This design comes from an exercise in tuning for small area, a short achievable clock period and few clock cycles on the open sky130 flow, not from production work.
Only simulation tests tie the RTL to the original design; equivalence was not proved.
Power and IR drop assume default switching activity.

==> flow/design.v <==
module pwm_calc #(
    parameter [31:0] OSC_HZ     = 32'd10000000,
    parameter [15:0] PRESCALE   = 16'd16,
    parameter integer RES       = 8,
    parameter [15:0] FREQ_SCALE = 16'd100
) (
    input  wire        clk,
    input  wire        rst,
    input  wire        req_valid,
    input  wire        req_write,
    input  wire [7:0]  req_off,
    input  wire [31:0] req_data,
    output reg         resp_valid,
    output reg  [1:0]  resp_code,
    output reg  [31:0] resp_data
);
    localparam [63:0] N     = OSC_HZ * FREQ_SCALE;           
    localparam [63:0] DSC   = 4 * PRESCALE;                   
    localparam integer DW   = RES + 3;                        
    localparam [63:0] K     = (2 * N) / DSC;                  
    localparam [31:0] FMIN  = (N + (DSC << RES) - 1) / (DSC << RES);  
    localparam [31:0] FMAX  = N / DSC;                        
    localparam [31:0] T1    = K / 3;
    localparam [31:0] T2    = K / 5;
    localparam [31:0] T3    = K / 7;
    localparam [31:0] T4    = K / 9;
    localparam [31:0] T16   = K / 33;
    localparam integer FW   = 22;                             
    function automatic le_const(input [31:0] x, input [31:0] c);
        integer i;
        begin
            le_const = 1'b1;
            for (i = 0; i < 32; i = i + 1)
                le_const = c[i] ? (!x[i] || le_const) : (!x[i] && le_const);
        end
    endfunction
    localparam [1:0] RESP_OKAY   = 2'd0;
    localparam [1:0] RESP_CMDERR = 2'd1;
    localparam [1:0] RESP_BUSERR = 2'd2;
    localparam [1:0] ERR_NONE    = 2'd0;
    localparam [1:0] ERR_RANGE   = 2'd1;
    localparam [1:0] ERR_NOINIT  = 2'd2;
    localparam [1:0] ERR_BADPCT  = 2'd3;
    reg [RES-1:0] period;    
    reg [DW-1:0]  duty;      
    reg [1:0]     err;
    reg           init;
    reg           duty_cur;
    reg           dv_busy;   
    reg           dv_first;  
    reg [2:0]     dv_cnt;    
    reg [FW-1:0]  dv_rem;
    reg [FW-1:0]  dv_f;
    reg [1:0]     p_code;    
    reg           du_busy;   
    reg [2:0]     du_j;      
    reg           du_b;      
    reg           du_last;   
    reg [4:0]     du_r;      
    reg [2:0]     pct_a;     
    reg [4:0]     pct_c;     
    wire off_f   = (req_off == 8'h00);
    wire off_p   = (req_off == 8'h04);
    wire off_per = (req_off == 8'h08);
    wire off_dut = (req_off == 8'h0C) || (req_off == 8'h10) || (req_off == 8'h14);
    wire mapped  = (req_off[1:0] == 2'b00) && (req_off <= 8'h28);
    wire f_in_range = !le_const(req_data, FMIN - 1) && le_const(req_data, FMAX);
    wire pct_ok     = le_const(req_data, 32'd100);
    wire stall = req_write ? ((off_f && (dv_busy || du_busy)) ||
                              (off_p && (du_busy || (dv_busy && !dv_first))))
                           : ((off_per && dv_busy) || (off_dut && du_busy));
    reg [31:0] rd_data;
    always @(*) begin
        case (req_off)
            8'h08:   rd_data = {{(32-RES){1'b0}}, period};
            8'h0C:   rd_data = {{(32-DW){1'b0}}, duty};
            8'h10:   rd_data = {{(32-DW+2){1'b0}}, duty[DW-1:2]};
            8'h14:   rd_data = {30'd0, duty[1:0]};
            8'h18:   rd_data = {28'd0, duty_cur, init, err};
            8'h1C:   rd_data = OSC_HZ;
            8'h20:   rd_data = {16'd0, PRESCALE};
            8'h24:   rd_data = RES;
            8'h28:   rd_data = {16'd0, FREQ_SCALE};
            default: rd_data = 32'd0;
        endcase
    end
    always @(*) begin
        resp_valid = req_valid && !stall;
        resp_data  = req_write ? 32'd0 : rd_data;
        resp_code[1] = !mapped || (req_write && !off_f && !off_p);
        resp_code[0] = req_write && ((off_f && !f_in_range) ||
                                     (off_p && (!init || !pct_ok)));
    end
    wire accept = req_valid && !stall;
    wire do_f   = accept && req_write && off_f;
    wire do_p   = accept && req_write && off_p;
    wire ge1  = le_const(req_data, T1);
    wire ge2  = le_const(req_data, T2);
    wire ge3  = le_const(req_data, T3);
    wire ge4  = le_const(req_data, T4);
    wire ge16 = le_const(req_data, T16);
    wire [24:0] h_full = (K[24:0] - {3'b0, req_data[FW-1:0]}) >> 1;
    wire [FW:0]   dv_sh   = {dv_rem, period[RES-1]};
    wire [FW+1:0] dv_diff = {1'b0, dv_sh} - {2'b0, dv_f};
    wire          dv_fit  = !dv_diff[FW+1];
    wire [5:0] du_c12  = {1'b0, pct_c} + 6'd12;
    wire [6:0] du_c212 = {1'b0, pct_c, 1'b0} + 7'd12;
    wire [6:0] du_k    = du_last ? (du_b ? du_c212 : {1'b0, du_c12})
                                 : (du_b ? {2'b0, pct_c} : 7'd0);
    wire [3:0] du_a    = (du_last && du_b) ? {pct_a, 1'b0} :
                         (du_last || du_b) ? {1'b0, pct_a} : 4'd0;
    wire [6:0] du_t    = {1'b0, du_r, 1'b0} + du_k;            
    wire [2:0] du_q    = (du_t >= 7'd100) ? 3'd4 : (du_t >= 7'd75) ? 3'd3 :
                         (du_t >= 7'd50)  ? 3'd2 : (du_t >= 7'd25) ? 3'd1 : 3'd0;
    wire [6:0] du_rn   = du_t - du_q * 7'd25;
    wire [DW-1:0] du_x  = {duty[DW-2:0], 1'b0} + {{(DW-4){1'b0}}, du_a};
    wire [DW-4:0] du_xi = du_x[DW-1:3] + 1'b1;
    wire [3:0]    du_lo = {1'b0, du_x[2:0]} + {1'b0, du_q};
    wire [DW-1:0] du_qn = {du_lo[3] ? du_xi : du_x[DW-1:3], du_lo[2:0]};
    wire [6:0] pct_in = req_data[6:0];
    wire [2:0] pa_in  = (pct_in >= 7'd100) ? 3'd4 : (pct_in >= 7'd75) ? 3'd3 :
                        (pct_in >= 7'd50)  ? 3'd2 : (pct_in >= 7'd25) ? 3'd1 : 3'd0;
    wire [4:0] pc_in  = pct_in - pa_in * 7'd25;
    wire [2:0] p_top  = (p_code == 2'd3) ? 3'd7 : (p_code == 2'd2) ? 3'd3 :
                        (p_code == 2'd1) ? 3'd1 : 3'd0;
    wire       p_one  = (p_code == 2'd0);
    wire       p_topb = period[p_top] && !p_one;
    wire [2:0] p_next = p_one ? 3'd0 : p_top - 1'b1;
    wire [2:0] b_idx  = du_busy ? du_j - 1'b1 : p_next;
    always @(posedge clk) begin
        if (dv_busy) begin
            dv_rem <= dv_fit ? dv_diff[FW-1:0] : dv_sh[FW-1:0];
            dv_cnt <= dv_cnt - 1'b1;
        end else begin
            dv_rem <= ge16 ? {{(FW-17){1'b0}}, h_full[24:8]} : {1'b0, h_full[24:4]};
            dv_cnt <= ge16 ? 3'd7 : 3'd3;
            dv_f   <= req_data[FW-1:0];
        end
        if (du_busy) begin
            du_r    <= du_rn[4:0];
            du_j    <= du_j - 1'b1;
            du_last <= (du_j == 3'd1);
        end else begin
            du_r  <= (p_topb && !dv_busy) ? pc_in : 5'd0;
            du_j  <= dv_busy ? p_top : p_next;
            du_last <= dv_busy ? 1'b0 : (p_next == 3'd0);
            pct_a <= pa_in;
            pct_c <= pc_in;
        end
        du_b <= dv_busy ? dv_fit : period[b_idx];
    end
    always @(posedge clk) begin
        if (rst) begin
            period   <= {RES{1'b0}};
            duty     <= {DW{1'b0}};
            err      <= ERR_NONE;
            init     <= 1'b0;
            duty_cur <= 1'b0;
            dv_busy  <= 1'b0;
            dv_first <= 1'b0;
            du_busy  <= 1'b0;
        end else begin
            if (dv_busy) begin
                period   <= {period[RES-2:0], dv_fit};
                dv_first <= 1'b0;
                if (dv_cnt == 3'd0) dv_busy <= 1'b0;
            end
            if (du_busy) begin
                duty <= du_qn;
                if (du_last) du_busy <= 1'b0;
            end
            if (do_f) begin
                if (!f_in_range) begin
                    err <= ERR_RANGE;
                end else begin
                    err      <= ERR_NONE;
                    init     <= 1'b1;
                    duty_cur <= 1'b0;
                    if (!ge4) begin
                        period <= {{(RES-2){1'b0}}, ge2, ge1 ^ ge2 ^ ge3};
                        p_code <= {1'b0, ge2};
                    end else begin
                        period   <= ge16 ? h_full[7:0] : {h_full[3:0], 4'b0};
                        dv_busy  <= 1'b1;
                        dv_first <= 1'b1;
                        p_code   <= ge16 ? 2'd3 : 2'd2;
                    end
                end
            end
            if (do_p) begin
                if (!init) begin
                    err <= ERR_NOINIT;
                end else if (!pct_ok) begin
                    err <= ERR_BADPCT;
                end else begin
                    err      <= ERR_NONE;
                    duty_cur <= 1'b1;
                    du_busy  <= 1'b1;
                    duty <= (p_topb && !dv_busy) ? {{(DW-3){1'b0}}, pa_in} : {DW{1'b0}};
                end
            end
        end
    end
endmodule
==> flow/run.sh <==
#!/bin/bash
# synth_recipe.tcl (not shown) runs the flow's synth.tcl, then flattens the netlist and writes it again
# the make line also repeats each setting of config.mk as NAME=value (left out here)
make -C /OpenROAD-flow-scripts/flow DESIGN_CONFIG=/design/flow/config.mk WORK_HOME=/design/flow/orfs CLKGATE_MAP_FILE= SYNTH_SCRIPT=/design/flow/synth_recipe.tcl finish
==> flow/config.mk <==
export PLATFORM = sky130hd
export DESIGN_NAME = pwm_calc
export DESIGN_NICKNAME = pwm_calc
export VERILOG_FILES = /design/flow/design.v
export SDC_FILE = /design/flow/constraint.sdc
export NUM_CORES = 4
export LEC_CHECK = 0
export CAP_MARGIN = 20
export CORE_MARGIN = 2
export CORE_UTILIZATION = 40
export CTS_BUF_LIST = sky130_fd_sc_hd__clkbuf_4 sky130_fd_sc_hd__clkbuf_8
export SETUP_SLACK_MARGIN = 3.0
export SLEW_MARGIN = 20
export TNS_END_PERCENT = 0
==> flow/constraint.sdc <==
create_clock -name core_clock -period 8.0 [get_ports {clk}]
set_input_delay 1.6000 -clock core_clock [delete_from_list [all_inputs] [get_ports {clk}]]
set_output_delay 1.6000 -clock core_clock [all_outputs]
set_load 0.01 [all_outputs]
==> results of run 1 <==
## registers in the layout, indices dropped and copies added, names as in the netlist, 2 cells and up
signal / count
pct_a: 3
err: 2
du_r: 5
dv_cnt: 3
dv_rem: 22
period: 8
pct_c: 5
p_code: 2
du_j: 3
dv_f: 22
duty: 11
## per-stage QoR
stage                     power, mW  cell area (um^2)
after floorplan               0.776              8090
after global placement        0.855              8730
after detailed placement      0.857              8730
after CTS                      1.17              9030
after global routing           1.23              9050
final                          1.17              9050
## cell families after synthesis
family / share of synthesized area (%)
other: 0.0467
buffers and inverters: 7.45
muxes: 5.76
and+or+nand+nor: 21.8
DFF: 27.2
xor gates and xnor gates: 7.18
AOI/OAI and AO/OA: 20.3
adders and majority gates: 10.4
## power by group through the flow
stage | clock [mW] | sequential, mW | combinational (mW)
global route | 0.338 | 0.539 | 0.351
CTS | 0.323 | 0.536 | 0.312
detailed placement | 0 | 0.547 | 0.310
global placement | 0 | 0.546 | 0.309
finish | 0.317 | 0.536 | 0.315
floorplan | 0 | 0.540 | 0.236
## cell usage in the layout (no fill, tap or decap), types with 17 or more instances in the layout
master            n
nand2_1          93
nor2_1           87
a21oi_1          69
inv_1            62
dfxtp_1          58
ha_1             56
o21ai_0          44
xnor2_1          39
edfxtp_1         32
mux2i_1          31
nand3_1          27
xor2_1           25
dlygate4sd2_1    25
nor3_1           23
clkdlybuf4s50_1  22
buf_4            17
## final cells by class
cell class,count,area share (%)
clock inverters,3,0.207
well taps,265,3.66
flip-flops and latches,93,24.1
repair buffers,76,7.51
inverters,65,2.70
multi-input cells,773,59.9
clock buffers,13,1.91
## worst paths after layout
path | to | from | depth (start not counted) | slack (ns)
min | dv_cnt[0] | dv_cnt[0] | 1 | 0.39
max reg2reg | duty[10] | du_last | 19 | 3.33
max | resp_code[0] | req_data[17] | 8 | 2.89
min reg2reg | dv_cnt[0] | dv_cnt[0] | 1 | 0.39
## routing by layer
layer | vias to the layer above | track usage (%) | part of all wire [%]
met5 | - | 0 | 0
met4 | 0 | 5.05 | 1.1
met3 | 14 | 1.72 | 4.8
met2 | 208 | 30.1 | 43
met1 | 3298 | 30.7 | 51
li1 | 3555 | - | -
## cell usage after synthesis, types with 8 or more instances
cell       n
nor2_1    95
nand2_1   93
a21oi_1   69
inv_1     64
dfxtp_1   61
ha_1      57
o21ai_0   46
xnor2_1   39
edfxtp_1  32
mux2i_1   31
clkbuf_1  29
nand3_1   27
nor3_1    26
xor2_1    25
buf_4     21
nand2b_1  16
o211ai_1  16
a31oi_1   14
nor2b_1   13
nand4_1   12
buf_2     10
a211oi_1   9
nor4_1     9
a21o_1     8
and2_1     8
## what timing repair did
item | in CTS | in global routing
buffers inserted | 9 | 0
resized for setup | 93 | 11
pin swaps | 5 | 1
hold buffers | 0 | 0
endpoints found under the setup margin | 19 | 21
## worst register-to-register path, cell delays in order, from the launching register on
cell and delay (ns):
dfxtp_2 0.50, xor2_1 0.36, nand2_1 0.09, nand2_1 0.08, ha_1 0.16, inv_1 0.06
fa_1 0.40, nand2b_1 0.17, a21oi_2 0.20, xor2_2 0.31, o21bai_4 0.12, o32ai_4 0.39
ha_1 0.26, a21o_1 0.12, a21oi_1 0.12, nand4b_1 0.26, nor3_1 0.36, o211ai_1 0.18
xor2_1 0.16, a211oi_1 0.26
==> impl_results.md, run 1 <==
* Initial core utilization at 41.0%
* Vias per cell at 5.49
* Fraction of registers with async set or reset after synthesis at 0%
* H-Tree Depth at 3
* Final WL at 21.3 mm
* CP max stage cell: or4_1
* Max Root-Sink Buffers at 2
* Area of the die at 21200 um^2
* Hold Vio Cnt, Final at 0
* Sink Count at 93
* Crit share post-route at 63.8%
* Cell Area, Synth at 8030 um^2
* Crit-path cells: dlygate4sd2_1 > or2_4 > or4_1 > nor4_4 > nand2_1 > nor2_4 > nor3_2 > buf_2
* Int Power at 790 uW
* Leakage at 3.65 nW
* Die height at 146 um
* Row count at 51
* Core area at 19600 um^2
* Drt pass-1 iters at 5
* Area of the multi-input gates at 5420 um^2
* Worst-Skew Late Latency at 0.38 ns
* Inserted Clock Buffers at 9
* Max Fclk at 196 MHz
* Final slew viol count at 0
* Synthesized flop and latch total at 93
* Total grt overflow at 0
* Final non-filler cell total at 1288
* Comb pwr share at 27.0%
* Sw frac at 32.3%
* # fillers at 1968
* Mean post-synth cell area at 8.16 um^2
* Sequential power share at 45.9%
* Seq/Total Area, Yosys at 27.2%
* Root Buffer: clkbuf_8
* Unrepaired setup endpoints after global routing: yes
* Die width at 146 um
* Util after Layout at 46.2%
* DRC violations left at 0
* Cell family with most CP delay: simple AND/OR/NAND/NOR gates
* Top-Level Pins at 79
* VDD IR max at 70.9 uV
* Pwr/cell area at 129 nW/um^2
* Global-route wire length before repair at 34.8 mm
* Synth area leaders: dfxtp_1 (15%), edfxtp_1 (12%), ha_1 (8.9%)
* Min Hold Slack at 0.394 ns
* Relative slew slack at 34.7%
* Vias at 7075
* Startpoint Class: primary input
* GRT Total Usage at 20.0%
* Clock Power Share at 27.1%
* Place WS at 1.66 ns
* Cells after Synth at 984
* Post-layout minimum cycle time at 5.11 ns
* Net switching power at 378 uW
* Worst path required time at 6.40 ns
* Placed Cells incl. Taps at 1263
* Endpoint class of the critical path: output port
* Vias in the first global route at 6618
* Slew @ Worst Pin at 0.980 ns
* CTS clk-pin slew, worst paths at 0.09 ns
* Port-buffer cells at 62
* Sum Neg Setup Slack at 0 ns
* Mean routed wirelength per cell at 16.5 um
* Synth top area share at 15.2%
* Status: complete, no violations
* Leading area contributor after synthesis: dfxtp_1
* Fin nets at 1125
* Synth Flop Type: dfxtp_1
* Iter 0 DRT Violations at 538
* Post-synth EDFFs at 32
* Worst Setup Path Type: in2out
* Ys Warns at 1
* Worst-path fanout max at 6
* Initial antenna violation count at 0
* Ant diodes at 0
* Gpl congestion at 0.926
* Max Cap Violations at 0
* Antenna Nets Post-Route at 0
* Largest net degree at the start of global routing at 49
* Post-synthesis cell type count at 88
* Worst path max stage delay at 0.47 ns
* Final WS setup at 2.89 ns
* Layout cell share with drive strength beyond 1 at 10.4%
* Area grow syn2layout at 12.7%
* Worst Path Buf+Inv at 2
* DP HPWL at 16.0 mm
* # setup viols final at 0
* CTS tree: built
* Worst EP arrival at 3.51 ns
* HP Class: reg2reg
* Reg area at 2190 um^2
* Worst Clk Skew at 0.0109 ns
Testbench counts, summed over its fixed seeds: cycles 8,596.
==> run 2: changes to the inputs <==
--- a/flow/config.mk
+++ b/flow/config.mk
@@ -12,3 +12,3 @@
 export SETUP_SLACK_MARGIN = 3.0
 export SLEW_MARGIN = 20
-export TNS_END_PERCENT = 0
+export TNS_END_PERCENT = 10
==> run 2 against run 1 <==
  * Still clean on timing, DRC and antenna
  * Cell count about the same
  * Maximum frequency up 0.15%
  * Register-to-register slack about the same
  * Clock-buffer cell count unchanged
  * Flip-flop and latch count unchanged
  * Clock power about the same
  * Combinational power about the same
  * Critical endpoint is now resp_data[12]
  * Largest cell class unchanged
==> impl_results.md, run 2 <==
* Sum Neg Setup Slack at 0 ns
* Pwr/cell area at 129 nW/um^2
* Cell Area, Synth at 8030 um^2
* Fin nets at 1126
* Core area at 19600 um^2
* Synth top area share at 15.2%
* Most common cell in the netlist: nor2_1
* Sink Count at 93
* Fraction of registers with async set or reset after synthesis at 0%
* Hold Vio Cnt, Final at 0
* Pwr Total at 1.17 mW
* Inserted Clock Buffers at 9
* Startpoint Class: primary input
* Gpl congestion at 0.926
* Final Cell Area at 9100 um^2
* Mean routed wirelength per cell at 16.6 um
* Crit-path cells: clkdlybuf4s50_1 > nor2_2 > nand3_1 > or2_2 > nor2_2 > clkdlybuf4s50_1
* Antenna Nets Post-Route at 0
* Worst EP arrival at 3.50 ns
* Die height at 146 um
* Port-buffer cells at 62
* GRT Total Usage at 20.0%
* Worst path max stage delay at 0.57 ns
* Synth Flop Type: dfxtp_1
* Leading area contributor after synthesis: dfxtp_1
* Reg area at 2190 um^2
* Crit share post-route at 63.7%
* Mean post-synth cell area at 8.16 um^2
* Status: complete, no violations
* H-Tree Depth at 3
* Top-Level Pins at 79
* Biggest regs: dv_f (22), dv_rem (22), duty (11)
* Area grow syn2layout at 13.2%
* Initial core utilization at 41.0%
* Ys Warns at 1
* Layout cell share with drive strength beyond 1 at 11.7%
* Row count at 51
* CP max stage cell: clkdlybuf4s50_1
* Synthesized flop and latch total at 93
* Worst Clk Skew at 0.0121 ns
* Worst-path fanout max at 5
* Vias in the first global route at 6618
* Cell family with most CP delay: buffers and inverters
* Relative slew slack at 35.2%
* # setup viols final at 0
* Ant diodes at 0
* Slew @ Worst Pin at 0.972 ns
* Area of the multi-input gates at 5450 um^2
* DRC violations left at 0
* Worst-Skew Late Latency at 0.38 ns
* Global-route wire length before repair at 34.8 mm
* Synth area leaders: dfxtp_1 (15%), edfxtp_1 (12%), ha_1 (8.9%)
* Area of the die at 21200 um^2
* Post-synthesis cell type count at 88
* VDD IR max at 70.2 uV
* # fillers at 1961
* Drt pass-1 iters at 5
* Post-synth EDFFs at 32
* Die width at 146 um
* Max Cap Violations at 0
* CTS clk-pin slew, worst paths at 0.09 ns
* Leakage at 3.69 nW
* Total grt overflow at 0
* HP Class: reg2reg
* DP HPWL at 16.0 mm
* Worst Path Buf+Inv at 2
* Placed Cells incl. Taps at 1263
* Final WL at 21.4 mm
* Unrepaired setup endpoints after global routing: yes
* Final slew viol count at 0
* Worst path required time at 6.40 ns
* Vias at 7099
* CTS tree: built
* Most frequent cells in the layout: nand2_1 (92), nor2_1 (87), a21oi_1 (69)
* Seq/Total Area, Yosys at 27.2%
* Max Fclk at 196 MHz
* Post-layout minimum cycle time at 5.10 ns
* Area of placed instances at 8730 um^2
* Endpoint class of the critical path: output port
* Root Buffer: clkbuf_8
* Most common cell after layout, fill and taps aside: nand2_1
* Cells after Synth at 984
* Initial antenna violation count at 0
* Commonest cells post-synth: nor2_1 (95), nand2_1 (93), a21oi_1 (69)
* Final non-filler cell total at 1289
* Largest net degree at the start of global routing at 49
* Max Root-Sink Buffers at 2
* Worst Setup Path Type: in2out
* Vias per cell at 5.51
* Iter 0 DRT Violations at 457
run 2: power breakdown:
group / switching [mW] / leakage (nW) / total (mW) / internal, mW
Combinational: 0.184 / 2.76 / 0.318 / 0.134
Sequential: 0.0199 / 0.833 / 0.536 / 0.516
Clock: 0.176 / 0.103 / 0.318 / 0.142
run 2: area by class of cell:
class / count / share of cell area, %
clock inverter: 3 / 0.206
inverter: 65 / 2.71
sequential: 93 / 24.0
timing repair buffer: 77 / 7.55
tap: 265 / 3.65
multi-input combinational: 773 / 60.0
clock buffer: 13 / 1.90
run 2: timing repair:
item,4_1_cts,5_1_grt
gates resized for setup,93,45
endpoints found under the setup margin,19,21
pin swaps,5,6
hold buffers,0,0
buffers inserted,9,1
run 2: final timing paths:
path | endpoint | from | slack [ns] | depth (start not counted)
hold reg to reg | dv_cnt[0] | dv_cnt[0] | 0.40 | 1
setup / recovery | resp_data[12] | req_off[1] | 2.90 | 6
hold / removal | dv_cnt[0] | dv_cnt[0] | 0.40 | 1
setup reg to reg | duty[10] | du_b | 3.34 | 19
run 2: cell families after synthesis:
group / after synthesis / share of synthesized area (%)
xor+xnor: 65 / 7.18
compound gates: 239 / 20.3
fa+ha+maj: 63 / 10.4
simple gates: 348 / 21.8
mux: 42 / 5.76
other cells: 1 / 0.0467
buf+inv: 133 / 7.45
flops: 93 / 27.2
run 2: layer usage:
metal  vias to the layer above  global-route usage, %  part of all wire [%]
met3                        14                   1.72                   4.8
li1                       3566                      -                     -
met5                         -                      0                     0
met4                         0                   5.05                   1.1
met1                      3306                   30.7                    51
met2                       213                   30.1                    43
run 2: per-stage QoR:
step                      setup slack [ns]  hold slack [ns]  utilization, %
after CTS                             2.90            0.398            46.1
after global routing                  2.81            0.414            46.4
final                                 2.90            0.396            46.4
after global placement                1.69            0.366            44.5
after detailed placement              1.66            0.376            44.5
after floorplan                       3.02            0.358               -
==> run 3: changes to the inputs <==
--- a/flow/config.mk
+++ b/flow/config.mk
@@ -12,3 +12,2 @@
 export SETUP_SLACK_MARGIN = 3.0
 export SLEW_MARGIN = 20
-export TNS_END_PERCENT = 10
==> run 3 against run 2 <==
  * Still clean
  * Combinational power about the same
  * Flip-flop and latch count stayed put
  * Register-to-register slack improved by 0.05 ns
  * Non-clock buffer count rose by 2
  * Sequential share of layout area shrank 0.095 points
  * Largest power group unchanged
==> impl_results.md, run 3 <==
* Status: complete, no violations
* Vias per cell at 5.53
* Global-route wire length before repair at 34.8 mm
* Area of the die at 21200 um^2
* Mean routed wirelength per cell at 16.5 um
* Int Power at 792 uW
* Sum Neg Setup Slack at 0 ns
* Antenna Nets Post-Route at 0
* Largest net degree at the start of global routing at 49
* Iter 0 DRT Violations at 568
* Sw frac at 32.4%
* Cell Area, Synth at 8030 um^2
* Final slew viol count at 0
* Startpoint Class: primary input
* Hold Vio Cnt, Final at 0
* DP HPWL at 16.0 mm
* Crit-path cells: clkdlybuf4s50_1 > or3_4 > nor2_1 > a21oi_1 > nand2b_1 > a21oi_1 > clkdlybuf4s15_2
* Max Root-Sink Buffers at 2
* Root Buffer: clkbuf_8
* Fin nets at 1128
* Commonest cells post-synth: nor2_1 (95), nand2_1 (93), a21oi_1 (69)
* Layout cell share with drive strength beyond 1 at 13.1%
* Die width at 146 um
* Worst path max stage delay at 0.43 ns
* Crit share post-route at 61.8%
* Ys Warns at 1
* Final WL at 21.4 mm
* Flop2flop setup slack at 3.39 ns
* Comb pwr share at 27.2%
* Worst Setup Path Type: in2out
* CP max stage cell: clkdlybuf4s50_1
* Most common cell in the netlist: nor2_1
* Leading area contributor after synthesis: dfxtp_1
* Worst EP arrival at 3.34 ns
* Cells after Synth at 984
* Seq/Total Area, Yosys at 27.2%
* Worst-path fanout max at 5
* Crit path capture: resp_data[0]
* Leakage at 3.71 nW
* Core area at 19600 um^2
* Gpl congestion at 0.926
* Post-synthesis cell type count at 88
* Vias in the first global route at 6616
* Final Cell Area at 9130 um^2
* VDD IR max at 70.1 uV
* Cell family with most CP delay: simple AND/OR/NAND/NOR gates
* Reg2Reg Depth at 21
* # setup viols final at 0
* Sequential power share at 45.7%
* Row count at 51
* Max Fclk at 202 MHz
* Sink Count at 93
* Worst-Skew Late Latency at 0.38 ns
* Unrepaired setup endpoints after global routing: yes
* Drt pass-1 iters at 5
* Area grow syn2layout at 13.7%
* Relative slew slack at 35.4%
* Inserted Clock Buffers at 9
* Total grt overflow at 0
* Port-buffer cells at 62
* Initial core utilization at 41.0%
* Synth Flop Type: dfxtp_1
* Area of placed instances at 8730 um^2
* HP Class: reg2reg
* Worst Path Buf+Inv at 2
* Fraction of registers with async set or reset after synthesis at 0%
* Vias at 7133
* Worst flop-to-flop path endpoint: duty[10]
* CP Depth at 7
* Mean post-synth cell area at 8.16 um^2
* Synth area leaders: dfxtp_1 (15%), edfxtp_1 (12%), ha_1 (8.9%)
* Synth top area share at 15.2%
* Ant diodes at 0
* Die height at 146 um
* Synthesized flop and latch total at 93
* Biggest regs: dv_f (22), dv_rem (22), duty (11)
* Slew @ Worst Pin at 0.970 ns
* CTS clk-pin slew, worst paths at 0.09 ns
* Endpoint class of the critical path: output port
* Worst r2r src: pct_c[2]
* Crit. Startpoint: req_off[1]
* Post-layout minimum cycle time at 4.94 ns
* Max Cap Violations at 0
* Most frequent cells in the layout: nand2_1 (91), nor2_1 (85), a21oi_1 (69)
* DRC violations left at 0
* Top-Level Pins at 79
* Post-synth EDFFs at 32
* CTS tree: built
* Pwr/cell area at 128 nW/um^2
* Worst path required time at 6.40 ns
* Net switching power at 380 uW
* Clock Power Share at 27.0%
* CP dominant cell by count: a21oi_1
* Worst Clk Skew at 0.0114 ns
* H-Tree Depth at 3
* CTS hold repair buffers at 0
* Most common cell after layout, fill and taps aside: nand2_1
* Initial antenna violation count at 0
* GRT Total Usage at 20.0%
run 3: worst reg2reg max path, stage by stage (launching register included):
cell and delay [ns]:
edfxtp_1 0.47, inv_1 0.14, ha_1 0.15, a21o_1 0.11, nand2_1 0.05, o311ai_0 0.09
o21ai_0 0.11, and2_1 0.17, ha_1 0.37, a21oi_1 0.16, o21ai_0 0.16, a2bb2oi_4 0.22
o21bai_4 0.20, o32ai_4 0.39, ha_1 0.26, a21o_1 0.12, a21oi_1 0.12, nand4b_1 0.26
nor3_1 0.36, o211ai_1 0.18, xor2_1 0.16, a211oi_1 0.26
run 3: metal layers:
layer	vias up	track usage, %	wire (um)
met5	-	0	0
met4	0	5.05	240
met3	14	1.72	927
met2	198	30.1	9250
met1	3365	30.7	10900
li1	3556	-	-
run 3: logic make-up after synthesis:
kind of cell,share of synthesized area (%)
multiplexers,5.76
buffers and inverters,7.45
AO/OA/AOI/OAI,20.3
XOR/XNOR,7.18
flip-flops,27.2
AND/OR/NAND/NOR,21.8
other,0.0467
adder cells (fa/ha/maj),10.4
run 3: final cells by class:
cell class              count  area [um^2]
clock buffers              13          173
clock inverters             3         18.8
fillers                  1958        10500
inverters                  65          246
multi-input cells         773         5500
flip-flops and latches     93         2190
well taps                 265          332
repair buffers             79          681
run 3: power by group through the flow:
stage / Sequential, mW / Combinational, mW / Clock (mW)
after global placement: 0.546 / 0.309 / 0
after detailed placement: 0.547 / 0.310 / 0
after floorplan: 0.540 / 0.236 / 0
after global routing: 0.539 / 0.355 / 0.338
final: 0.536 / 0.319 / 0.317
after CTS: 0.536 / 0.312 / 0.323
run 3: worst min-delay path by stage:
stage               from  depth (start not counted)  slack, ns         to
6_report       dv_cnt[0]                          1       0.40  dv_cnt[0]
5_1_grt        dv_cnt[0]                          1       0.41  dv_cnt[0]
4_1_cts        dv_cnt[0]                          1       0.40  dv_cnt[0]
3_5_place_dp   dv_cnt[0]                          1       0.38  dv_cnt[0]
3_3_place_gp   dv_cnt[0]                          1       0.37  dv_cnt[0]
2_1_floorplan  dv_cnt[0]                          1       0.36  dv_cnt[0]
run 3: timing repair:
action	in CTS	in global routing
endpoints found under the setup margin	19	16
setup buffers	9	3
resized for setup	102	62
pin swaps	6	13
run 3: metrics by stage:
stage / worst slack (ns) / util (%) / hold WS, ns / cells / power (mW)
5_1_grt: 2.96 / 46.6 / 0.414 / 1291 / 1.23
3_5_place_dp: 1.66 / 44.5 / 0.376 / 1263 / 0.857
3_3_place_gp: 1.69 / 44.5 / 0.366 / 1263 / 0.855
6_report: 3.06 / 46.6 / 0.395 / 1291 / 1.17
2_1_floorplan: 3.02 / - / 0.358 / 999 / 0.776
4_1_cts: 2.91 / 46.1 / 0.398 / 1288 / 1.17
==> run 4: changes to the inputs <==
--- a/flow/config.mk
+++ b/flow/config.mk
@@ -10,4 +10,4 @@
 export CORE_UTILIZATION = 40
 export CTS_BUF_LIST = sky130_fd_sc_hd__clkbuf_4 sky130_fd_sc_hd__clkbuf_8
-export SETUP_SLACK_MARGIN = 3.0
+export SETUP_SLACK_MARGIN = 3.25
 export SLEW_MARGIN = 20
==> run 4 against run 3 <==
  * Still clean
  * Total power is 8.2% higher
  * Maximum frequency grew 0.20%
  * First-iteration DRC count up 7.9%
  * Via count is 1.4% higher
  * Die area unchanged
  * Non-clock buffer count increased by 14
==> impl_results.md, run 4 <==
* Hold Vio Cnt, Final at 0
* Crit share post-route at 61.7%
* Seq/Total Area, Yosys at 27.2%
* Core area at 19600 um^2
* Fraction of registers with async set or reset after synthesis at 0%
* Unrepaired setup endpoints after global routing: yes
* Port-buffer cells at 62
* Synth top area share at 15.2%
* Util after Layout at 47.7%
* Max Fclk at 203 MHz
* # fillers at 1990
* # setup viols final at 0
* Synth Flop Type: dfxtp_1
* GRT met1 Usage at 29.9%
* Post-layout minimum cycle time at 4.93 ns
* Relative slew slack at 37.9%
* Worst Setup Path Type: in2out
* Reg area at 2190 um^2
* Biggest regs: dv_f (22), dv_rem (22), duty (11)
* Cells after Synth at 984
* CTS tree: built
* Pwr/cell area at 136 nW/um^2
* GR peak layer: met2
* Sink Count at 93
* Leading area contributor after synthesis: dfxtp_1
* GRT Total Usage at 20.0%
* Initial antenna violation count at 0
* Row count at 51
* Startpoint Class: primary input
* Final Cell Area at 9350 um^2
* Largest net degree at the start of global routing at 49
* Worst-Skew Late Latency at 0.38 ns
* Commonest cells post-synth: nor2_1 (95), nand2_1 (93), a21oi_1 (69)
* Initial core utilization at 41.0%
* Final WL at 21.7 mm
* Int Power at 883 uW
* VDD IR max at 81.8 uV
* Leakage at 3.78 nW
* Root Buffer: clkbuf_8
* GR met3 Demand/Resource at 3.26%
* Area of the die at 21200 um^2
* Die width at 146 um
* Vias in the first global route at 6620
* Sum Neg Setup Slack at 0 ns
* Clock Power Share at 31.6%
* Drt pass-1 iters at 5
* Layout cell share with drive strength beyond 1 at 16.3%
* Routing usage on met2 at 30.0%
* Sw frac at 30.3%
* Area of the multi-input gates at 5550 um^2
* Ys Warns at 1
* Vias at 7231
* HP Class: reg2reg
* Max Root-Sink Buffers at 2
* Global-route wire length before repair at 34.8 mm
* Slew @ Worst Pin at 0.931 ns
* Crit. Startpoint: req_data[17]
* Worst EP arrival at 3.33 ns
* Final slew viol count at 0
* Iter 0 DRT Violations at 613
* Most common cell in the netlist: nor2_1
* Worst r2r src: pct_c[2]
* Most frequent cells in the layout: nand2_1 (90), nor2_1 (84), a21oi_1 (67)
* Worst Clk Skew at 0.00739 ns
* Synth area leaders: dfxtp_1 (15%), edfxtp_1 (12%), ha_1 (8.9%)
* Most common cell after layout, fill and taps aside: nand2_1
* Worst-path fanout max at 6
* Area of placed instances at 8760 um^2
* Top-Level Pins at 79
* Endpoint class of the critical path: output port
* Die height at 146 um
* CTS clk-pin slew, worst paths at 0.09 ns
* Comb pwr share at 26.1%
* Sequential power share at 42.2%
* Net switching power at 385 uW
* Area grow syn2layout at 16.4%
* Mean routed wirelength per cell at 16.6 um
* Fin nets at 1142
* Status: complete, no violations
* DP HPWL at 16.2 mm
* Post-synthesis cell type count at 88
* Total grt overflow at 0
* Vias per cell at 5.54
* DRC violations left at 0
* Mean post-synth cell area at 8.16 um^2
* Inserted Clock Buffers at 9
* Worst path required time at 6.40 ns
* Ant diodes at 0
* H-Tree Depth at 3
* Gpl congestion at 0.917
* Max Cap Violations at 0
* Cell Area, Synth at 8030 um^2
* Antenna Nets Post-Route at 0
* Post-synth EDFFs at 32
* Synthesized flop and latch total at 93
* Hold Startpoint: dv_cnt[0]
==> run 4: cell counts after synthesis <==
Identical to the previous run, type by type.
==> run 4: final cells by class <==
class | count | area share (%)
Inverter | 65 | 2.77
Clock inverter | 4 | 1.02
Tap cell | 265 | 3.55
Sequential cell | 93 | 23.4
Timing Repair Buffer | 93 | 8.23
Clock buffer | 12 | 1.70
Multi-Input combinational cell | 773 | 59.3
==> run 4: power groups by stage <==
stage | Combinational [mW] | Clock [mW] | Sequential, mW
final | 0.332 | 0.401 | 0.535
after CTS | 0.320 | 0.407 | 0.536
after floorplan | 0.239 | 0 | 0.540
after detailed placement | 0.316 | 0 | 0.547
after global routing | 0.367 | 0.430 | 0.539
after global placement | 0.312 | 0 | 0.546
==> run 4: worst max-delay path, cell delays in order <==
cell and delay (ns):
buf_4 0.14, or2_4 0.24, or4_4 0.51, nor4_4 0.34
nand2_2 0.13, nor2_4 0.17, nor3_2 0.06, buf_2 0.14
==> run 4: cell families after synthesis <==
kind of cell	share of synthesized area, %
and+or+nand+nor	21.8
AOI/OAI and AO/OA	20.3
buffers and inverters	7.45
DFF	27.2
xor gates and xnor gates	7.18
adders and majority gates	10.4
muxes	5.76
other	0.0467
==> run 4: through the flow <==
step | instances | hold slack [ns] | worst slack (ns) | power [mW]
2_1_floorplan | 999 | 0.358 | 3.25 | 0.779
3_3_place_gp | 1263 | 0.365 | 1.75 | 0.859
5_1_grt | 1305 | 0.411 | 3.01 | 1.34
3_5_place_dp | 1263 | 0.369 | 1.74 | 0.862
4_1_cts | 1290 | 0.391 | 3.05 | 1.26
6_report | 1305 | 0.385 | 3.07 | 1.27
==> run 4: routing by layer <==
metal / up-vias / share of wire, %
met5: - / 0
met4: 0 / 1.6
met3: 29 / 5.1
met2: 215 / 43
met1: 3400 / 50
li1: 3587 / -
==> run 4: path summary, 6_finish.rpt <==
check	cells past startpoint	slack, ns	end
setup / recovery	8	3.07	resp_code[0]
hold / removal	1	0.38	dv_cnt[0]
setup reg to reg	19	3.56	duty[10]
hold reg to reg	1	0.38	dv_cnt[0]
==> run 4: timing repair <==
item                                   CTS  global route
buffers inserted                        11            15
pin swaps                               15            20
resized for setup                      163            70
endpoints found under the hold margin    0             0
hold buffers                             0             0
setup endpoints to repair               21            18
==> run 5: changes to the inputs <==
--- a/flow/config.mk
+++ b/flow/config.mk
@@ -10,4 +10,4 @@
 export CORE_UTILIZATION = 40
 export CTS_BUF_LIST = sky130_fd_sc_hd__clkbuf_4 sky130_fd_sc_hd__clkbuf_8
-export SETUP_SLACK_MARGIN = 3.25
+export SETUP_SLACK_MARGIN = 3.2
 export SLEW_MARGIN = 20
==> run 5 against run 4 <==
  * Still clean on timing, DRC and antenna
  * Hold slack better by 0.0059 ns
  * Cell count increased by 0.84%
  * Clock power decreased by 2%
  * Sequential share of layout area hardly changed
  * Clock skew up 0.0092 ns
  * Synthesized cell count unchanged
  * Clock-buffer cell count stayed put
  * Synthesized area stayed put
==> impl_results.md, run 5 <==
* Status: complete, no violations
* Synthesized flop and latch total at 93
* Synth Flop Type: dfxtp_1
* Vias per cell at 5.51
* Final WS setup at 3.10 ns
* Relative slew slack at 35.9%
* Max Fclk at 204 MHz
* Mean post-synth cell area at 8.16 um^2
* Leading area contributor after synthesis: dfxtp_1
* Top-Level Pins at 79
* Min Hold Slack at 0.391 ns
* Worst EP arrival at 3.30 ns
* Worst-Skew Late Latency at 0.39 ns
* Ys Warns at 1
* Most common cell in the netlist: nor2_1
* Synth top area share at 15.2%
* CP dominant cell by count: ha_4
* Die width at 146 um
* Unrepaired setup endpoints after global routing: yes
* Commonest cells post-synth: nor2_1 (95), nand2_1 (93), a21oi_1 (69)
* GR met3 Demand/Resource at 3.07%
* Mean routed wirelength per cell at 16.7 um
* Biggest regs: dv_f (22), dv_rem (22), duty (11)
* Worst-path fanout max at 5
* Slew @ Worst Pin at 0.961 ns
* CTS tree: built
* Most common cell after layout, fill and taps aside: nand2_1
* Max Root-Sink Buffers at 2
* Crit-path cells: buf_12 > inv_8 > ha_4 > ha_4 > nor2b_1 > o2111ai_1 > a2111o_1 > nand4b_1 > nor2_2 > nor3_2 > buf_2
* Worst Clk Skew at 0.0166 ns
* GRT met1 Usage at 30.0%
* Pwr Total at 1.26 mW
* Placed Cells incl. Taps at 1263
* Leakage at 3.87 nW
* CTS hold repair buffers at 0
* Sum Neg Setup Slack at 0 ns
* # fillers at 1921
* Pwr/cell area at 135 nW/um^2
* Core area at 19600 um^2
* Final WL at 22.0 mm
* CP max stage cell: a2111o_1
* Crit share post-route at 61.3%
* Area of the die at 21200 um^2
* Startpoint Class: primary input
* Largest net degree at the start of global routing at 49
* Fin nets at 1153
* Global-route wire length before repair at 35.2 mm
* Area grow syn2layout at 16.6%
* Row count at 51
* CTS clk-pin slew, worst paths at 0.09 ns
* Synth area leaders: dfxtp_1 (15%), edfxtp_1 (12%), ha_1 (8.9%)
* Worst Setup Path Type: in2out
* Initial core utilization at 41.0%
* VDD IR max at 75.0 uV
* Worst path max stage delay at 0.40 ns
* Final non-filler cell total at 1316
* Hold Vio Cnt, Final at 0
* HP Class: reg2reg
* Fraction of registers with async set or reset after synthesis at 0%
* DRC violations left at 0
* Root Buffer: clkbuf_8
* Cells after Synth at 984
* Post-synthesis cell type count at 88
* Max Cap Violations at 0
* # setup viols final at 0
* Seq/Total Area, Yosys at 27.2%
* Routing usage on met2 at 30.7%
* Cell Area, Synth at 8030 um^2
* Vias at 7252
* Die height at 146 um
* Final slew viol count at 0
* Vias in the first global route at 6765
* Port-buffer cells at 62
* Inserted Clock Buffers at 9
* Iter 0 DRT Violations at 608
* GRT Total Usage at 20.4%
* Sink Count at 93
* Layout cell share with drive strength beyond 1 at 17.3%
* Most frequent cells in the layout: nand2_1 (91), nor2_1 (85), a21oi_1 (66)
* Antenna Nets Post-Route at 0
* DP HPWL at 15.9 mm
* Initial antenna violation count at 0
* Post-synth EDFFs at 32
* GR peak layer: met2
* Worst path required time at 6.40 ns
* Post-layout minimum cycle time at 4.90 ns
* Place WS at 1.79 ns
* Endpoint class of the critical path: output port
* Ant diodes at 0
* H-Tree Depth at 3
* Total grt overflow at 0
* Gpl congestion at 0.905
* Drt pass-1 iters at 7
==> run 5: cell count changes in the layout (fill, tap and decap cells not counted), sizes merged <==
cell and change:
clkdlybuf4s15 -3, clkdlybuf4s50 -3, dlygate4sd2 -6, dlymetal6s2s +6, buf +14, clkbuf +3
==> run 5: metrics by stage <==
step                util [%]  area, um^2
floorplan                  -        8120
global placement        44.7        8750
detailed placement      44.7        8750
CTS                     47.3        9260
global route            47.8        9370
finish                  47.8        9370
==> run 5: where the power goes <==
group          leakage (nW)  switching [mW]  internal, mW
Sequential            0.833          0.0194         0.516
Clock                 0.127           0.172         0.223
Combinational          2.90           0.190         0.141
==> run 5: cell families (layout without fill, tap and decap cells) <==
kind of cell,after synthesis,count (layout),synth area share [%]
muxes,42,42,5.76
AOI/OAI and AO/OA,239,239,20.3
DFF,93,93,27.2
buffers and inverters,133,185,7.45
and+or+nand+nor,348,348,21.8
adders and majority gates,63,63,10.4
other,1,16,0.0467
xor gates and xnor gates,65,65,7.18
==> run 5: cell type report <==
| class | instances | area, um^2 | share of cell area, % |
|---|---|---|---|
| inverter | 65 | 254 | 2.71 |
| clock buffer | 12 | 153 | 1.63 |
| multi-input combinational | 773 | 5540 | 59.1 |
| sequential | 93 | 2190 | 23.3 |
| timing repair buffer | 104 | 807 | 8.62 |
| tap | 265 | 332 | 3.54 |
| clock inverter | 4 | 95.1 | 1.02 |
==> run 5: worst paths after layout <==
check | from | to | slack [ns] | cells after the start
setup / recovery | req_data[1] | resp_code[0] | 3.10 | 11
hold / removal | dv_cnt[0] | dv_cnt[0] | 0.39 | 1
setup reg to reg | pct_c[2] | duty[10] | 3.56 | 21
hold reg to reg | dv_cnt[0] | dv_cnt[0] | 0.39 | 1
==> run 5: per-layer routing <==
| metal | share of wire [%] | wire length, um |
|---|---|---|
| met1 | 50 | 10900 |
| met2 | 43 | 9400 |
| met3 | 5.5 | 1220 |
| met4 | 2.0 | 433 |
| met5 | 0 | 0 |
==> run 5: critical path, delay by kind of cell <==
family,cells,cell delay (ns)
buffers and inverters,3,0.29
AO/OA/AOI/OAI,2,0.53
adder cells (fa/ha/maj),2,0.33
AND/OR/NAND/NOR,4,0.57
==> run 5: repair_timing <==
action                     4_1_cts  5_1_grt
resized for setup              146       80
setup buffers                   29        8
setup endpoints to repair       20       24
pin swaps                       16       22
==> run 6: changes to the inputs <==
--- a/flow/config.mk
+++ b/flow/config.mk
@@ -10,4 +10,4 @@
 export CORE_UTILIZATION = 40
 export CTS_BUF_LIST = sky130_fd_sc_hd__clkbuf_4 sky130_fd_sc_hd__clkbuf_8
-export SETUP_SLACK_MARGIN = 3.2
+export SETUP_SLACK_MARGIN = 3.15
 export SLEW_MARGIN = 20
==> run 6 against run 5 <==
  * Still clean
  * Sequential power hardly changed
  * Via count is 1.6% lower
  * Register-to-register slack worse by 0.05 ns
  * Global-route usage is 0.52 points lower
  * Hold slack worse by 0.0053 ns
==> impl_results.md, run 6 <==
* Status: complete, no violations
* Leading area contributor after synthesis: dfxtp_1
* Sw frac at 32.4%
* Core area at 19600 um^2
* Leakage at 3.72 nW
* Inserted Clock Buffers at 9
* Antenna Nets Post-Route at 0
* Worst path required time at 6.40 ns
* Final slew viol count at 0
* Final Cell Area at 9150 um^2
* Initial antenna violation count at 0
* Area of placed instances at 8740 um^2
* Startpoint Class: primary input
* Crit share post-route at 60.6%
* Worst Setup Path Type: in2out
* Worst Clk Skew at 0.0104 ns
* Most frequent cells in the layout: nand2_1 (90), nor2_1 (85), a21oi_1 (67)
* Mean post-synth cell area at 8.16 um^2
* Post-synth EDFFs at 32
* Drt pass-1 iters at 5
* Synth top area share at 15.2%
* Pwr/cell area at 128 nW/um^2
* CTS hold repair buffers at 0
* Slew @ Worst Pin at 0.862 ns
* Synthesized flop and latch total at 93
* Max Cap Violations at 0
* Worst-path fanout max at 9
* Vias at 7134
* Final WS setup at 3.15 ns
* DRC violations left at 0
* Sink Count at 93
* Post-layout minimum cycle time at 4.85 ns
* Mean routed wirelength per cell at 16.6 um
* Fraction of registers with async set or reset after synthesis at 0%
* Row count at 51
* Sum Neg Setup Slack at 0 ns
* Cells after Synth at 984
* Placed Cells incl. Taps at 1264
* Biggest regs: dv_f (22), dv_rem (22), duty (11)
* Cell family with most CP delay: simple AND/OR/NAND/NOR gates
* Post-synthesis cell type count at 88
* Hold path cells at 1
* CTS clk-pin slew, worst paths at 0.09 ns
* Comb pwr share at 27.5%
* Initial core utilization at 41.0%
* Endpoint class of the critical path: output port
* DP HPWL at 15.9 mm
* Clock Power Share at 26.8%
* VDD IR max at 66.3 uV
* Worst path max stage delay at 0.55 ns
* Largest net degree at the start of global routing at 49
* Iter 0 DRT Violations at 583
* Unrepaired setup endpoints after global routing: yes
* Worst EP arrival at 3.25 ns
* Seq/Total Area, Yosys at 27.2%
* Commonest cells post-synth: nor2_1 (95), nand2_1 (93), a21oi_1 (69)
* Vias per cell at 5.51
* Worst Path Buf+Inv at 2
* Ys Warns at 1
* HP Class: reg2reg
* Die height at 146 um
* Worst r2r src: pct_c[2]
* Hold Vio Cnt, Final at 0
* Net switching power at 379 uW
* Die width at 146 um
* Max Fclk at 206 MHz
* Final non-filler cell total at 1294
* Sequential power share at 45.7%
* CP Depth at 7
* Cell Area, Synth at 8030 um^2
* Worst-Skew Late Latency at 0.38 ns
* Synth Flop Type: dfxtp_1
* Root Buffer: clkbuf_8
* Area of the die at 21200 um^2
* # setup viols final at 0
* Crit. Startpoint: req_data[15]
* Most common cell after layout, fill and taps aside: nand2_1
* Ant diodes at 0
* H-Tree Depth at 3
* Total grt overflow at 0
* Reg2Reg Depth at 21
* Layout cell share with drive strength beyond 1 at 14.9%
* Fin nets at 1131
* Max Root-Sink Buffers at 2
* CP max stage cell: or4_4
* CTS tree: built
* Final WL at 21.4 mm
* Gpl congestion at 0.910
* Top-Level Pins at 79
* Hold Startpoint: dv_cnt[0]
* Vias in the first global route at 6528
* Global-route wire length before repair at 34.4 mm
* Most common cell in the netlist: nor2_1
* Place WS at 1.78 ns
* Crit-path cells: dlygate4sd2_1 > or4_4 > nor4_4 > nand2_2 > nor2_4 > nor3_2 > buf_2
* Relative slew slack at 42.4%
* Synth area leaders: dfxtp_1 (15%), edfxtp_1 (12%), ha_1 (8.9%)
* Int Power at 790 uW
* Port-buffer cells at 62
* Area grow syn2layout at 13.9%
* GRT Total Usage at 19.9%
[run 6: cell counts after synthesis]
No cell type changed its count.
[run 6: path summary, 6_finish.rpt]
path                            slack (ns)            to
worst max register to register        3.51      duty[10]
worst min register to register        0.39     dv_cnt[0]
worst max-delay path                  3.15  resp_code[0]
worst min-delay path                  0.39     dv_cnt[0]
[run 6: kinds of logic (layout without fill, tap and decap cells)]
group                      count (synthesis)  count (layout)  synth area share (%)
buffers and inverters                    133             163                  7.45
other                                      1              16                0.0467
muxes                                     42              42                  5.76
xor gates and xnor gates                  65              65                  7.18
adders and majority gates                 63              63                  10.4
and+or+nand+nor                          348             348                  21.8
AOI/OAI and AO/OA                        239             239                  20.3
DFF                                       93              93                  27.2
[run 6: final cells by class]
| type | count | area [um^2] |
|---|---|---|
| clock inverter | 1 | 8.76 |
| sequential | 93 | 2190 |
| fill | 1949 | 10400 |
| tap | 265 | 332 |
| multi-input combinational | 773 | 5540 |
| inverter | 65 | 249 |
| clock buffer | 15 | 175 |
| timing repair buffer | 82 | 658 |
[run 6: per-stage QoR]
step	hold WS (ns)	utilization, %	total power [mW]
floorplan	0.358	-	0.777
global placement	0.365	44.6	0.856
detailed placement	0.370	44.6	0.857
CTS	0.392	46.1	1.17
global route	0.412	46.7	1.24
finish	0.386	46.7	1.17
[run 6: timing repair]
action | 4_1_cts | 5_1_grt
pin swaps | 11 | 19
resized for setup | 126 | 77
setup endpoints to repair | 20 | 21
setup buffers | 9 | 5
[run 6: metal layers]
metal,part of all wire (%),GRT usage (%)
met5,0,0
met4,1.4,5.44
met3,5.4,1.94
met2,43,29.6
met1,51,30.4
[run 6: worst register-to-register path: stages, from the launching register on]
cell and delay (ns):
edfxtp_1 0.47, inv_1 0.14, ha_1 0.16, a21o_1 0.11
nand2_1 0.06, o311ai_0 0.09, o21ai_0 0.11, and2_1 0.17
ha_1 0.37, a21oi_1 0.16, o21ai_0 0.16, a2bb2oi_4 0.22
o21bai_4 0.19, o32ai_4 0.40, ha_1 0.26, a21o_1 0.14
a21oi_2 0.09, nand4b_1 0.27, nor3_2 0.29, o211ai_1 0.15
xor2_1 0.16, a211oi_1 0.23
[run 6: power groups by stage]
stage / Clock, mW / Combinational (mW) / Sequential [mW]
after floorplan: 0 / 0.237 / 0.540
after global placement: 0 / 0.310 / 0.546
after detailed placement: 0 / 0.311 / 0.546
after CTS: 0.322 / 0.313 / 0.535
after global routing: 0.340 / 0.357 / 0.539
final: 0.314 / 0.321 / 0.535
==> run 7: changes to the inputs <==
--- a/flow/config.mk
+++ b/flow/config.mk
@@ -10,4 +10,6 @@
 export CORE_UTILIZATION = 40
 export CTS_BUF_LIST = sky130_fd_sc_hd__clkbuf_4 sky130_fd_sc_hd__clkbuf_8
+export CTS_CLUSTER_DIAMETER = 100
+export CTS_CLUSTER_SIZE = 50
 export SETUP_SLACK_MARGIN = 3.15
 export SLEW_MARGIN = 20
==> run 7 against run 6 <==
  * Synthesized area unchanged
  * Flip-flop and latch count unchanged
  * Global-route usage unchanged
  * Clock-buffer cell count unchanged
  * Setup slack unchanged
  * Register-to-register slack about the same
  * Hold slack unchanged
  * Via count unchanged
  * Largest cell class unchanged
  * Largest power group unchanged
==> impl_results.md, run 7 <==
* Leading area contributor after synthesis: dfxtp_1
* Relative slew slack at 42.4%
* CTS clk-pin slew, worst paths at 0.09 ns
* Commonest cells post-synth: nor2_1 (95), nand2_1 (93), a21oi_1 (69)
* Cells after Synth at 984
* Area grow syn2layout at 13.9%
* Antenna Nets Post-Route at 0
* Cell family with most CP delay: simple AND/OR/NAND/NOR gates
* Worst path max stage delay at 0.55 ns
* Status: complete, no violations
* Most frequent cells in the layout: nand2_1 (90), nor2_1 (85), a21oi_1 (67)
* H-Tree Depth at 3
* Endpoint class of the critical path: output port
* # fillers at 1949
* Final slew viol count at 0
* Row count at 51
* Unrepaired setup endpoints after global routing: yes
* Fraction of registers with async set or reset after synthesis at 0%
* Synthesized flop and latch total at 93
* Initial core utilization at 41.0%
* Slew @ Worst Pin at 0.862 ns
* HP Class: reg2reg
* Worst EP arrival at 3.25 ns
* Core area at 19600 um^2
* Fin nets at 1131
* Cell Area, Synth at 8030 um^2
* Drt pass-1 iters at 5
* Crit share post-route at 60.6%
* # setup viols final at 0
* Vias in the first global route at 6528
* Ys Warns at 1
* Sw frac at 32.4%
* DRC violations left at 0
* GRT Total Usage at 19.9%
* Max Root-Sink Buffers at 2
* Post-synth EDFFs at 32
* Pwr/cell area at 128 nW/um^2
* Root Buffer: clkbuf_8
* Worst Path Buf+Inv at 2
* Most common cell in the netlist: nor2_1
* Synth Flop Type: dfxtp_1
* Post-synthesis cell type count at 88
* Inserted Clock Buffers at 9
* Vias at 7134
* Final WS setup at 3.15 ns
* Crit-path cells: dlygate4sd2_1 > or4_4 > nor4_4 > nand2_2 > nor2_4 > nor3_2 > buf_2
* Iter 0 DRT Violations at 583
* Startpoint Class: primary input
* Largest net degree at the start of global routing at 49
* Area of placed instances at 8740 um^2
* Post-layout minimum cycle time at 4.85 ns
* Max Fclk at 206 MHz
* Worst Setup Path Type: in2out
* Vias per cell at 5.51
* Int Power at 790 uW
* Mean post-synth cell area at 8.16 um^2
* Global-route wire length before repair at 34.4 mm
* Sequential power share at 45.7%
* Top-Level Pins at 79
* Die height at 146 um
* CTS tree: built
* Worst-Skew Late Latency at 0.38 ns
* Die width at 146 um
* CP max stage cell: or4_4
* Sum Neg Setup Slack at 0 ns
* Worst Clk Skew at 0.0104 ns
* Total grt overflow at 0
* Synth top area share at 15.2%
* Mean routed wirelength per cell at 16.6 um
* CTS hold repair buffers at 0
* Gpl congestion at 0.910
* Sink Count at 93
* Area of the die at 21200 um^2
* Net switching power at 379 uW
* Place WS at 1.78 ns
* Most common cell after layout, fill and taps aside: nand2_1
* Max Cap Violations at 0
* Seq/Total Area, Yosys at 27.2%
* Synth area leaders: dfxtp_1 (15%), edfxtp_1 (12%), ha_1 (8.9%)
* Worst path required time at 6.40 ns
* Layout cell share with drive strength beyond 1 at 14.9%
* Leakage at 3.72 nW
* Biggest regs: dv_f (22), dv_rem (22), duty (11)
* DP HPWL at 15.9 mm
* VDD IR max at 66.3 uV
* Ant diodes at 0
* Final WL at 21.4 mm
* Final Cell Area at 9150 um^2
* Port-buffer cells at 62
* Comb pwr share at 27.5%
* Initial antenna violation count at 0
* Hold Vio Cnt, Final at 0
* Worst-path fanout max at 9
* Clock Power Share at 26.8%
## run 7: cell counts after synthesis
Identical to the previous run, type by type.
## run 7: cells by family after synthesis
group,share of synthesized area (%)
other,0.0467
adders and majority gates,10.4
AOI/OAI and AO/OA,20.3
and+or+nand+nor,21.8
xor gates and xnor gates,7.18
buffers and inverters,7.45
DFF,27.2
muxes,5.76
## run 7: path summary, 6_finish.rpt
kind	start	to	slack [ns]	cells past startpoint
max	req_data[15]	resp_code[0]	3.15	7
min	dv_cnt[0]	dv_cnt[0]	0.39	1
max reg2reg	pct_c[2]	duty[10]	3.51	21
min reg2reg	dv_cnt[0]	dv_cnt[0]	0.39	1
## run 7: through the flow
| step | hold WS, ns | instances | util, % | total power, mW |
|---|---|---|---|---|
| 4_1_cts | 0.392 | 1289 | 46.1 | 1.17 |
| 2_1_floorplan | 0.358 | 999 | - | 0.777 |
| 3_3_place_gp | 0.365 | 1264 | 44.6 | 0.856 |
| 6_report | 0.386 | 1294 | 46.7 | 1.17 |
| 3_5_place_dp | 0.370 | 1264 | 44.6 | 0.857 |
| 5_1_grt | 0.412 | 1294 | 46.7 | 1.24 |
## run 7: timing repair
action | 4_1_cts | 5_1_grt
pin swaps | 11 | 19
resized for setup | 126 | 77
buffers inserted | 9 | 5
gates cloned | 0 | 0
endpoints found under the setup margin | 20 | 21
hold endpoints to repair | 0 | 0
## run 7: power groups by stage
stage | logic [mW] | registers (mW) | clock network (mW)
floorplan | 0.237 | 0.540 | 0
global placement | 0.310 | 0.546 | 0
detailed placement | 0.311 | 0.546 | 0
CTS | 0.313 | 0.535 | 0.322
global route | 0.357 | 0.539 | 0.340
finish | 0.321 | 0.535 | 0.314
## run 7: cell type report
cell class                 instances  area [um^2]  area share, %
tap                              265          332           3.62
sequential                        93         2190           23.9
clock buffer                      15          175           1.91
multi-input combinational        773         5540           60.6
clock inverter                     1         8.76         0.0957
inverter                          65          249           2.72
timing repair buffer              82          658           7.19
## run 7: metal layers
| layer | GRT usage (%) | wire length [um] | vias to the layer above |
|---|---|---|---|
| met2 | 29.6 | 9140 | 222 |
| met4 | 5.44 | 293 | 0 |
| met3 | 1.94 | 1160 | 17 |
| li1 | - | - | 3576 |
| met1 | 30.4 | 10800 | 3319 |
| met5 | 0 | 0 | - |
==> run 8: changes to the inputs <==
==> flow/config.mk (replaced) <==
export PLATFORM = sky130hd
export DESIGN_NAME = pwm_calc
export DESIGN_NICKNAME = pwm_calc
export VERILOG_FILES = /design/flow/design.v
export SDC_FILE = /design/flow/constraint.sdc
export NUM_CORES = 4
export LEC_CHECK = 0
export CAP_MARGIN = 5
export CORE_MARGIN = 2
export CORE_UTILIZATION = 40
export CTS_BUF_LIST = sky130_fd_sc_hd__clkbuf_4 sky130_fd_sc_hd__clkbuf_8
export SETUP_SLACK_MARGIN = 3.0
export SLEW_MARGIN = 5
==> run 8 against run 7 <==
  * Cell count shrank 0.23%
  * Critical path depth unchanged
  * Sequential power about the same
  * Largest power group unchanged
  * Highest routed layer unchanged
==> impl_results.md, run 8 <==
* Status: complete, no violations
* Area grow syn2layout at 13.7%
* Commonest cells post-synth: nor2_1 (95), nand2_1 (93), a21oi_1 (69)
* CP max stage cell: clkdlybuf4s50_1
* HP Class: reg2reg
* Global-route wire length before repair at 34.8 mm
* Vias at 7133
* Final slew viol count at 0
* Root Buffer: clkbuf_8
* Top-Level Pins at 79
* Die width at 146 um
* Vias per cell at 5.53
* Cell family with most CP delay: simple AND/OR/NAND/NOR gates
* Most frequent cells in the layout: nand2_1 (91), nor2_1 (85), a21oi_1 (69)
* Most common cell in the netlist: nor2_1
* DP HPWL at 16.0 mm
* Leading area contributor after synthesis: dfxtp_1
* Gpl congestion at 0.926
* Row count at 51
* H-Tree Depth at 3
* Initial core utilization at 41.0%
* CTS clk-pin slew, worst paths at 0.09 ns
* Slew @ Worst Pin at 0.970 ns
* Pwr/cell area at 128 nW/um^2
* Fraction of registers with async set or reset after synthesis at 0%
* Worst Setup Path Type: in2out
* DRC violations left at 0
* Worst-Skew Late Latency at 0.38 ns
* Ys Warns at 1
* Worst EP arrival at 3.34 ns
* Post-layout minimum cycle time at 4.94 ns
* Synthesized flop and latch total at 93
* Post-synth EDFFs at 32
* CP dominant cell by count: a21oi_1
* Ant diodes at 0
* Layout cell share with drive strength beyond 1 at 13.1%
* # setup viols final at 0
* Sink Count at 93
* Area of the die at 21200 um^2
* Relative slew slack at 35.4%
* Worst-path fanout max at 5
* Leakage at 3.71 nW
* Fin nets at 1128
* GRT Total Usage at 20.0%
* Port-buffer cells at 62
* Core area at 19600 um^2
* Cell Area, Synth at 8030 um^2
* Worst path required time at 6.40 ns
* Vias in the first global route at 6616
* Final Cell Area at 9130 um^2
* Drt pass-1 iters at 5
* Max Root-Sink Buffers at 2
* Cells after Synth at 984
* CTS tree: built
* Area of placed instances at 8730 um^2
* VDD IR max at 70.1 uV
* Iter 0 DRT Violations at 568
* Synth top area share at 15.2%
* Worst Clk Skew at 0.0114 ns
* CTS hold repair buffers at 0
* Initial antenna violation count at 0
* Synth Flop Type: dfxtp_1
* Mean post-synth cell area at 8.16 um^2
* Seq/Total Area, Yosys at 27.2%
* Sum Neg Setup Slack at 0 ns
* Biggest regs: dv_f (22), dv_rem (22), duty (11)
* Total grt overflow at 0
* Largest net degree at the start of global routing at 49
* Synth area leaders: dfxtp_1 (15%), edfxtp_1 (12%), ha_1 (8.9%)
* Unrepaired setup endpoints after global routing: yes
* Hold Vio Cnt, Final at 0
* Crit-path cells: clkdlybuf4s50_1 > or3_4 > nor2_1 > a21oi_1 > nand2b_1 > a21oi_1 > clkdlybuf4s15_2
* Final WL at 21.4 mm
* Mean routed wirelength per cell at 16.5 um
* Inserted Clock Buffers at 9
* # fillers at 1958
* Worst Path Buf+Inv at 2
* Startpoint Class: primary input
* Antenna Nets Post-Route at 0
* Worst path max stage delay at 0.43 ns
* Post-synthesis cell type count at 88
* Most common cell after layout, fill and taps aside: nand2_1
* Max Cap Violations at 0
* Crit share post-route at 61.8%
* Endpoint class of the critical path: output port
* Die height at 146 um
* Max Fclk at 202 MHz
run 8: cell counts after synthesis:
No cell type changed its count.
run 8: path summary, 6_finish.rpt:
kind / startpoint / end / slack, ns / depth (start not counted)
max: req_off[1] / resp_data[0] / 3.06 / 7
min reg2reg: dv_cnt[0] / dv_cnt[0] / 0.40 / 1
min: dv_cnt[0] / dv_cnt[0] / 0.40 / 1
max reg2reg: pct_c[2] / duty[10] / 3.39 / 21
run 8: power breakdown:
group | switching, mW | internal [mW] | total, mW
Sequential | 0.0199 | 0.516 | 0.536
Clock | 0.175 | 0.142 | 0.317
Combinational | 0.185 | 0.134 | 0.319
run 8: kinds of logic after synthesis:
logic type / share of synthesized area (%)
simple gates: 21.8
compound gates: 20.3
buf+inv: 7.45
flops: 27.2
xor+xnor: 7.18
fa+ha+maj: 10.4
mux: 5.76
other cells: 0.0467
run 8: per-layer routing:
layer | share of wire (%) | up-vias | global-route usage, %
met1 | 51 | 3365 | 30.7
met2 | 43 | 198 | 30.1
met4 | 1.1 | 0 | 5.05
met3 | 4.3 | 14 | 1.72
li1 | - | 3556 | -
met5 | 0 | - | 0
run 8: through the flow:
stage / setup WS, ns / hold WS (ns) / cells / util [%] / total power [mW]
2_1_floorplan: 3.02 / 0.358 / 999 / - / 0.776
3_3_place_gp: 1.69 / 0.366 / 1263 / 44.5 / 0.855
3_5_place_dp: 1.66 / 0.376 / 1263 / 44.5 / 0.857
4_1_cts: 2.91 / 0.398 / 1288 / 46.1 / 1.17
5_1_grt: 2.96 / 0.414 / 1291 / 46.6 / 1.23
6_report: 3.06 / 0.395 / 1291 / 46.6 / 1.17
run 8: area by class of cell:
| cell class | instances | area, um^2 | share of cell area [%] |
|---|---|---|---|
| inverter | 65 | 246 | 2.70 |
| timing repair buffer | 79 | 681 | 7.45 |
| sequential | 93 | 2190 | 23.9 |
| clock buffer | 13 | 173 | 1.89 |
| clock inverter | 3 | 18.8 | 0.206 |
| multi-input combinational | 773 | 5500 | 60.2 |
| tap | 265 | 332 | 3.63 |
run 8: repair_timing:
action / 4_1_cts / 5_1_grt
setup endpoints to repair: 19 / 16
buffers inserted: 9 / 3
pin swaps: 6 / 13
gates resized for setup: 102 / 62

==> port drivers added, routing unchanged <==
The flow's constraints put no driver on any port. The routed layouts listed below were extracted and timed again, unchanged, in two steps. Step 1, drivers: a clkbuf_16 drives clk and a buf_2 each remaining input, both assumed. Step 2 adds t to the input delays and takes it off the output delays; t is the mean of the earliest and latest rising clock arrival at the registers after step 1. Input paths then give back, and output paths get back, about the clock's delay inside the block. Three values: ideal, step 1, step 2; two values: the first two.
| run | t (ns) | setup slack, ns | worst setup path after step 2 | slew at the worst register clock pin (ns) |
|---|---|---|---|---|
| run 1 | 0.415 | 2.894 / 2.877 / 2.877 | input to output | 0.10 / 0.10 |
| run 2 | 0.417 | 2.901 / 2.880 / 2.880 | input to output | 0.10 / 0.10 |
| run 3 | 0.417 | 3.058 / 3.036 / 3.036 | input to output | 0.10 / 0.10 |
| run 4 | 0.409 | 3.068 / 3.037 / 3.037 | input to output | 0.09 / 0.09 |
| run 5 | 0.418 | 3.097 / 3.013 / 2.749 | input to register | 0.10 / 0.10 |
| run 6 | 0.413 | 3.150 / 3.087 / 3.087 | input to output | 0.10 / 0.10 |
| run 7 | 0.413 | 3.150 / 3.087 / 3.087 | input to output | 0.10 / 0.10 |
| run 8 | 0.417 | 3.058 / 3.036 / 3.036 | input to output | 0.10 / 0.10 |
After both steps setup and hold are still met in every run listed. For run 5, which loses most, drivers alone change the setup slack by -0.084 ns; drivers and shift together by -0.348 ns.
